From an optimization exercise on the open Yosys and OpenROAD flow, aimed at small area, a short achievable clock period and few clock cycles per item; shortcuts taken in it are not production practice.
Function was checked by simulation only, so behaviour that the tests miss may differ from the original.
Power is estimated from default activity; no workload was simulated.

## design.v

```verilog
module vospi_crc16 (
    input  wire [15:0] crc_in,
    input  wire [15:0] data,
    output reg  [15:0] crc_out
);
    integer i;
    reg fb;
    always @* begin
        crc_out = crc_in;
        for (i = 15; i >= 0; i = i - 1) begin
            fb      = crc_out[15] ^ data[i];
            crc_out = {crc_out[14:0], 1'b0} ^ (fb ? 16'h1021 : 16'h0000);
        end
    end
endmodule
module vospi_engine #(
    parameter LINE_WIDTH   = 80,
    parameter PPS          = 60,       
    parameter SEGS_MULTI   = 4,        
    parameter MARKER_ID    = 20,
    parameter QUIET_MS     = 200
) (
    input  wire        clk,
    input  wire        rst,
    input  wire        cmd_valid,
    output wire        cmd_ready,
    input  wire [2:0]  cmd_op,
    input  wire [7:0]  cmd_hint,
    input  wire        cfg_ok,
    output reg         cfg_req,
    output reg         rsp_valid,
    output reg  [1:0]  rsp_code,
    output wire        rsp_active,
    input  wire [31:0] now,
    output reg         xfer_start,
    output reg         xfer_abort,
    input  wire        rx_valid,
    output wire        rx_ready,
    input  wire [15:0] rx_data,
    input  wire        pool_avail,
    input  wire [3:0]  pool_slot,
    output wire        acq_take,
    output wire        rel_valid,
    output wire        rel_used,
    output wire [3:0]  rel_slot,
    output wire        mem_we,
    output wire [3:0]  mem_slot,
    output wire [15:0] mem_addr,
    output wire [15:0] mem_wdata
);
    localparam PACKET_WORDS = 2 + LINE_WIDTH + 1;
    localparam SEG_SIZE     = PPS * LINE_WIDTH;
    localparam [2:0] OP_INIT = 3'd0, OP_DEINIT = 3'd1, OP_ABORT = 3'd2,
                     OP_RESTART = 3'd3, OP_IS_ACTIVE = 3'd4;
    localparam [1:0] RES_OK = 2'd0, RES_ERR_TRANSPORT = 2'd1, RES_ERR_STATE = 2'd2;
    localparam [1:0] S_RX = 2'd0, S_EVAL = 2'd1, S_COPY = 2'd2, S_DONE = 2'd3;
    reg        initialised;
    reg        multi_segment;
    reg        streaming;
    reg        capturing;
    reg [11:0] exp_pid;
    reg [2:0]  exp_seg;
    reg        slot_valid;
    reg [3:0]  slot;
    reg [31:0] last_resync;
    reg [1:0]  state;
    reg [6:0]  widx;                       
    reg [15:0] hdr;                        
    reg [15:0] crc;
    reg        crc_ok;
    reg [15:0] linebuf [0:LINE_WIDTH-1];
    reg [6:0]  cidx;                       
    reg [15:0] base_off;                   
    wire [15:0] crc_next;
    vospi_crc16 u_crc (
        .crc_in ((widx == 7'd0) ? 16'h0000 : crc),
        .data   (rx_data),
        .crc_out(crc_next)
    );
    wire cmd_fire   = cmd_valid && cmd_ready;
    wire rx_fire    = rx_valid && rx_ready;
    wire do_abort   = cmd_fire && initialised &&
                      (cmd_op == OP_ABORT || cmd_op == OP_DEINIT);
    wire [31:0] elapsed = now - last_resync;
    assign cmd_ready  = (state == S_RX);
    assign rx_ready   = (state == S_RX);
    assign rsp_active = initialised && streaming && capturing;
    wire        gate_open  = initialised && streaming && capturing;
    wire        is_dontcare = (hdr[11:8] == 4'hF);
    wire [11:0] pkt_id     = hdr[11:0];
    wire [2:0]  seg_raw    = hdr[14:12];
    wire        seg_is_zero = (seg_raw == 3'd1);
    wire        seg_matches = (seg_raw != 3'd0) && ((seg_raw - 3'd1) == exp_seg);
    wire        is_marker  = multi_segment && (pkt_id == MARKER_ID);
    wire rule1      = (exp_pid == 12'd0) && (pkt_id != 12'd0);
    wire rule2      = is_marker && (exp_seg == 3'd0) && !seg_is_zero;
    wire desync     = (pkt_id != exp_pid) || !crc_ok || (is_marker && !seg_matches);
    wire ev_accept  = (state == S_EVAL) && gate_open && !is_dontcare && !rule1 && !rule2 && !desync;
    wire need_acq   = ev_accept && !slot_valid;
    wire [11:0] pid_inc    = exp_pid + 12'd1;
    wire        pid_wrap   = (pid_inc == PPS);
    wire [2:0]  seg_inc    = exp_seg + 3'd1;
    wire        seg_wrap   = (seg_inc == SEGS_MULTI);
    wire        frame_done = pid_wrap && (!multi_segment || seg_wrap);
    assign acq_take  = (need_acq && pool_avail) ||
                       ((state == S_DONE) && frame_done && pool_avail);
    wire   deinit_rel = cmd_fire && initialised && (cmd_op == OP_DEINIT) && slot_valid;
    assign rel_valid = ((state == S_DONE) && frame_done) || deinit_rel;
    assign rel_used  = !deinit_rel;
    assign rel_slot  = slot;
    assign mem_we    = (state == S_COPY);
    assign mem_slot  = slot;
    assign mem_addr  = base_off + {8'd0, cidx, 1'b0};
    assign mem_wdata = linebuf[cidx];
    always @(posedge clk) begin
        cfg_req    <= 1'b0;
        rsp_valid  <= 1'b0;
        xfer_start <= 1'b0;
        xfer_abort <= 1'b0;
        if (rst) begin
            initialised   <= 1'b0;
            multi_segment <= 1'b0;
            streaming     <= 1'b0;
            capturing     <= 1'b0;
            exp_pid       <= 12'd0;
            exp_seg       <= 3'd0;
            slot_valid    <= 1'b0;
            slot          <= 4'd0;
            last_resync   <= 32'd0;
            state         <= S_RX;
            widx          <= 7'd0;
            rsp_code      <= RES_OK;
        end else begin
            case (state)
            S_RX: begin
                if (cmd_fire) begin
                    rsp_valid <= 1'b1;
                    rsp_code  <= RES_OK;
                    case (cmd_op)
                    OP_INIT: begin
                        if (initialised) begin
                            rsp_code <= RES_ERR_STATE;
                        end else begin
                            cfg_req <= 1'b1;
                            if (!cfg_ok) begin
                                rsp_code <= RES_ERR_TRANSPORT;
                            end else begin
                                multi_segment <= (cmd_hint > 8'd1);
                                exp_pid       <= 12'd0;
                                exp_seg       <= 3'd0;
                                streaming     <= 1'b0;
                                capturing     <= 1'b0;
                                slot_valid    <= 1'b0;
                                last_resync   <= now;
                                initialised   <= 1'b1;
                            end
                        end
                    end
                    OP_DEINIT, OP_ABORT: begin
                        if (!initialised) begin
                            rsp_code <= RES_ERR_STATE;
                        end else begin
                            xfer_abort  <= streaming;
                            streaming   <= 1'b0;
                            capturing   <= 1'b0;
                            exp_pid     <= 12'd0;
                            exp_seg     <= 3'd0;
                            last_resync <= now;
                            widx        <= 7'd0;
                            if (cmd_op == OP_DEINIT) begin
                                slot_valid  <= 1'b0;
                                initialised <= 1'b0;
                            end
                        end
                    end
                    OP_RESTART: begin
                        if (initialised) begin
                            capturing <= 1'b1;
                            if (!streaming && elapsed >= QUIET_MS) begin
                                streaming  <= 1'b1;
                                xfer_start <= 1'b1;
                                widx       <= 7'd0;
                            end
                        end
                    end
                    default: ;
                    endcase
                end
                if (rx_fire && streaming && !do_abort) begin
                    if (widx == 7'd0)
                        hdr <= rx_data;
                    if (widx >= 7'd2 && widx < 7'd2 + LINE_WIDTH)
                        linebuf[widx - 7'd2] <= rx_data;
                    if (widx == PACKET_WORDS - 1) begin
                        crc_ok <= (crc == rx_data);
                        widx   <= 7'd0;
                        state  <= S_EVAL;
                    end else begin
                        crc  <= crc_next;
                        widx <= widx + 7'd1;
                    end
                end
            end
            S_EVAL: begin
                state    <= S_RX;
                base_off <= exp_pid * (LINE_WIDTH * 2) + exp_seg * (SEG_SIZE * 2);
                cidx     <= 7'd0;
                if (gate_open && !is_dontcare && !rule1) begin
                    if (rule2) begin
                        exp_pid <= 12'd0;
                    end else if (desync) begin
                        xfer_abort  <= 1'b1;
                        streaming   <= 1'b0;
                        capturing   <= 1'b0;
                        exp_pid     <= 12'd0;
                        exp_seg     <= 3'd0;
                        last_resync <= now;
                    end else if (!slot_valid && !pool_avail) begin
                        capturing <= 1'b0;
                    end else begin
                        if (!slot_valid) begin
                            slot_valid <= 1'b1;
                            slot       <= pool_slot;
                        end
                        state <= S_COPY;
                    end
                end
            end
            S_COPY: begin
                cidx <= cidx + 7'd1;
                if (cidx == LINE_WIDTH - 1)
                    state <= S_DONE;
            end
            S_DONE: begin
                state <= S_RX;
                if (pid_wrap) begin
                    exp_pid <= 12'd0;
                    if (multi_segment)
                        exp_seg <= seg_wrap ? 3'd0 : seg_inc;
                    if (frame_done) begin
                        if (pool_avail) begin
                            slot <= pool_slot;
                        end else begin
                            slot_valid <= 1'b0;
                            capturing  <= 1'b0;
                        end
                    end
                end else begin
                    exp_pid <= pid_inc;
                end
            end
            endcase
        end
    end
endmodule
```

## run.sh

```bash
#!/bin/bash
# synth_recipe.tcl (not shown) runs the flow's synth.tcl, then flattens the netlist and writes it again
# the make line also repeats each setting of config.mk as NAME=value (left out here)
make -C /OpenROAD-flow-scripts/flow DESIGN_CONFIG=/design/flow/config.mk WORK_HOME=/design/flow/orfs CLKGATE_MAP_FILE= SYNTH_SCRIPT=/design/flow/synth_recipe.tcl finish
```

## config.mk

```make
export PLATFORM = sky130hd
export DESIGN_NAME = vospi_engine
export DESIGN_NICKNAME = vospi_engine
export VERILOG_FILES = /design/flow/design.v
export SDC_FILE = /design/flow/constraint.sdc
export NUM_CORES = 4
export LEC_CHECK = 0
export CAP_MARGIN = 20
export CORE_MARGIN = 2
export CORE_UTILIZATION = 40
export SLEW_MARGIN = 20
```

## constraint.sdc

```tcl
create_clock -name core_clock -period 10.0 [get_ports {clk}]
set_input_delay 2.0000 -clock core_clock [delete_from_list [all_inputs] [get_ports {clk}]]
set_output_delay 2.0000 -clock core_clock [all_outputs]
set_load 0.01 [all_outputs]
```

==> metrics.log <==
INFO  metric cts_repair_resize_count = 0
INFO  metric drv_slew = 0
INFO  metric cp.required = 8000 ps
INFO  metric timing.critical_path.from_type = register
INFO  metric yosysSeqAreaShare = 70.6%
INFO  metric p_seq_share = 52.8%
INFO  metric path_delay_family = buffers and inverters
INFO  metric cp_data_arrival_time = 5080 ps
INFO  metric clock-sinks = 1408
INFO  metric cts_hold_buf = 0
INFO  metric cts-buffers-inserted = 147
INFO  metric fp.dieArea = 150000 µm²
INFO  metric numPlacedInstances = 5064
INFO  metric min-delay-path-class = register to register
INFO  metric final_cycle_share = 70.8%
INFO  metric die_height = 387 µm
INFO  metric worst_slew_margin_rel = 18.1%
INFO  metric pin_count = 122
INFO  metric cts_max_level = 4
INFO  metric sw_frac_of_total = 21.0%
INFO  metric detail_route.drc_violations = 0
INFO  metric path_buf_inv = 3
INFO  metric syn_nets = 3241
INFO  metric final_core_util = 46.3%
INFO  metric placeableCoreArea = 146000 µm²
INFO  metric detailed_place_hpwl = 84400 µm
INFO  metric layout.cells.non_filler = 5338
INFO  metric post_synth_instance_area = 58800 µm²
INFO  metric cellLeakagePower = 20.9 nW
INFO  metric synth-edff-count = 1330
INFO  metric final-hold-violation-count = 0
INFO  metric initial_core_util = 40.4%
INFO  metric ratio_of_total_power_to_cell_area = 181 nW/µm²
INFO  metric synthFlopType = edfxtp_1
INFO  metric fraction_of_synthesis_flops_using_an_asynchronous_set_or_reset_pin = 0%
INFO  metric clkTransAtPathRegs = 60 ps
INFO  metric grt_pass1_vias = 29800
INFO  metric fin_skew = 52.6 ps
INFO  metric area_delta_synth_final = 14.8%
INFO  metric rsz0062_at_grt = false
INFO  metric finalSetupViolCount = 0
INFO  metric gp_congestion = 0.834
INFO  metric detail_route.wl_per_cell = 26.6 µm
INFO  metric number_of_buffers_on_the_longest_clock_path = 3
INFO  metric share_clk_of_total_power = 44.1%
INFO  metric status = timing/DRC/antenna clean
INFO  metric timing.critical_path.fanout_max = 94
INFO  metric maximum_number_of_pins_on_one_net_before_global_route_repair = 146
INFO  metric grt_antenna_before_repair = 8
INFO  metric total_power = 0.0123 W
INFO  metric comb_power_share = 3.1%
INFO  metric worst-r2r-setup-slack = 5290 ps
INFO  metric internal_power = 0.00969 W
INFO  metric max_cap_viol_count = 0
INFO  metric synth_cell_types = 84
INFO  metric timing.setup.tns = 0 ps
INFO  metric final_design_area_no_fill = 67500 µm²
INFO  metric final_cell_mix = edfxtp_1, mux4_2, clkbuf_16
INFO  metric timing.critical_path.mode_cell = mux4_2
INFO  metric drt_iter0_drc = 2987
INFO  metric mostFrequentLayoutCell = edfxtp_1
INFO  metric post_synth.cell_area_avg = 19.1 µm²
INFO  metric synth.yosys.warnings = 2
INFO  metric cts_tree = yes
INFO  metric post_drt_via_cell_ratio = 5.53
INFO  metric critPathMaxStageDelay = 840 ps
INFO  metric port_buffers = 119
INFO  metric vdd_drop_max = 0.000134 V
INFO  metric clockRootBuffer = clkbuf_16
INFO  metric globalRouteTotalUtil = 18.9%
INFO  metric final_nets = 3452
INFO  metric detail-route-antenna-nets = 0
INFO  metric dieWidth = 387 µm
INFO  metric worstSkewPairLatency = 770 ps
INFO  metric grt_first_pass_wirelength = 206000 µm
INFO  metric post_dp_cell_area = 62700 µm²
INFO  metric ys_seq_elements = 1408
INFO  metric max_freq = 141 MHz
INFO  metric total_overflow_reported_by_the_global_router = 0
INFO  metric layout-drive-gt1-share = 25.2%
INFO  metric power.net_switching = 0.00257 W
INFO  metric post_synth_inst_count = 3087
INFO  metric detailroute.via_count = 29500
INFO  metric period_needed = 7080 ps
INFO  metric worst-slew-pin-transition = 1230 ps
INFO  metric crit_chain = buf_12, buf_4, mux4_2, mux4_2, mux2_2, clkdlybuf4s50_1
INFO  metric critical_path_class = register to primary output
INFO  metric slowest_stage = dfxtp_4
INFO  metric placementRows = 140
INFO  metric worst_setup_end_kind = primary output
INFO  metric firstDrtPassIters = 7
INFO  metric routed_wl = 142000 µm
INFO  metric number_of_post_cts_setup_repair_buffers = 0
==> layer usage <==
metal  track usage [%]  routed length (µm)  vias to the layer above
li1                  -                   -                    12900
met1              26.5               61300                    15600
met2              30.8               69600                      862
met3              3.29                8370                      154
met4              4.64                2640                        2
met5                 0                  16                        -
==> sequential cells by signal, indices dropped and copies added (netlist names), 2 cells and up, named ones only <==
name         flops
last_resync     32
base_off        11
widx             7
exp_seg          3
crc             16
linebuf       1280
cidx             7
hdr             15
slot             4
rsp_code         2
exp_pid         12
==> cell usage after synthesis (all sizes together), types with 14 or more instances <==
| cell | number | share of area, % |
|---|---|---|
| mux2 | 24 | 0.46 |
| mux4 | 416 | 16 |
| mux2i | 45 | 0.77 |
| edfxtp | 1330 | 68 |
| nor2b | 16 | 0.17 |
| xnor2 | 115 | 1.7 |
| clkbuf | 93 | 0.59 |
| buf | 65 | 0.51 |
| nand2 | 100 | 0.64 |
| dfxtp | 78 | 2.7 |
| nand4 | 24 | 0.26 |
| a21o | 14 | 0.19 |
| ha | 80 | 1.7 |
| xor2 | 28 | 0.42 |
| a21oi | 64 | 0.56 |
| nand3 | 37 | 0.31 |
| nor2 | 206 | 1.3 |
| o21ai | 48 | 0.41 |
| inv | 83 | 0.53 |
| nor3 | 34 | 0.30 |
==> worst min-delay path: stages (launching register included) <==
cell and delay (ps):
dfxtp_1 310, o41ai_1 50, a21oi_1 60
==> power by group through the flow <==
stage	clock network, W	registers (W)	logic (W)
4_1_cts	0.00552	0.00646	0.000382
2_1_floorplan	0	0.00659	0.000197
5_1_grt	0.00573	0.00646	0.000420
3_5_place_dp	0	0.00659	0.000381
6_report	0.00541	0.00646	0.000382
3_3_place_gp	0	0.00659	0.000375
==> kinds of logic (layout without fill, tap and decap cells) <==
kind of cell,after synthesis,after routing,share of synthesized area [%]
mux,485,485,17.2
other cells,1,5,0.00638
simple gates,502,502,4.06
compound gates,221,221,2.58
fa+ha+maj,85,85,1.87
flops,1408,1408,70.6
xor+xnor,143,143,2.13
buf+inv,242,572,1.64
==> final cells by class <==
| type | instances | area (µm²) |
|---|---|---|
| fill | 12300 | 78200 |
| sequential | 1408 | 41500 |
| multi-input combinational | 1437 | 16600 |
| clock buffer | 188 | 3910 |
| tap | 1917 | 2400 |
| timing repair buffer | 220 | 1960 |
| clock inverter | 80 | 851 |
| inverter | 84 | 315 |
| antenna | 4 | 10.0 |
==> final timing paths <==
check	cells past startpoint	start	end
setup / recovery	6	register	mem_wdata[9]
hold / removal	2	capturing$_SDFFE_PP0P_	capturing$_SDFFE_PP0P_
setup reg to reg	8	state[0]$_SDFFE_PP0P_	linebuf[35][3]$_DFFE_PP_
hold reg to reg	2	capturing$_SDFFE_PP0P_	capturing$_SDFFE_PP0P_
==> stage by stage <==
stage	hold slack, ps	worst slack, ps
after floorplan	438	4850
after global placement	455	3580
after detailed placement	452	3550
after CTS	462	2700
after global routing	502	2520
final	465	2920
Testbench counts, summed over its fixed seeds: cycles 784,812, items 5,100.

==> separate check: timing with driven ports <==
No port has a modelled driver above. Below, the same layout with a new extraction and two added sets of constraints. Step 1: set_driving_cell puts a clkbuf_16 on clk and a buf_2 on each other input, an assumption about the parent block. Step 2 adds t to the input delays and takes it off the output delays; t is the mean of the earliest and latest rising clock arrival at the registers after step 1. Input paths then give back, and output paths get back, about the clock's delay inside the block. a / b / c = ideal / step 1 / step 2; a / b = the first two.
t, ns: 0.826
setup WS [ns]: 2.920 / 2.843 / 3.669
clock arrival spread, ns: 0.061 / 0.061
worst register clock-pin slew, ns: 0.07 / 0.07
pins driven straight from the clock port: 1
After both steps setup and hold are still met in this run. The setup slack of this run moves by -0.077 ns with the drivers and by +0.749 ns with both steps.
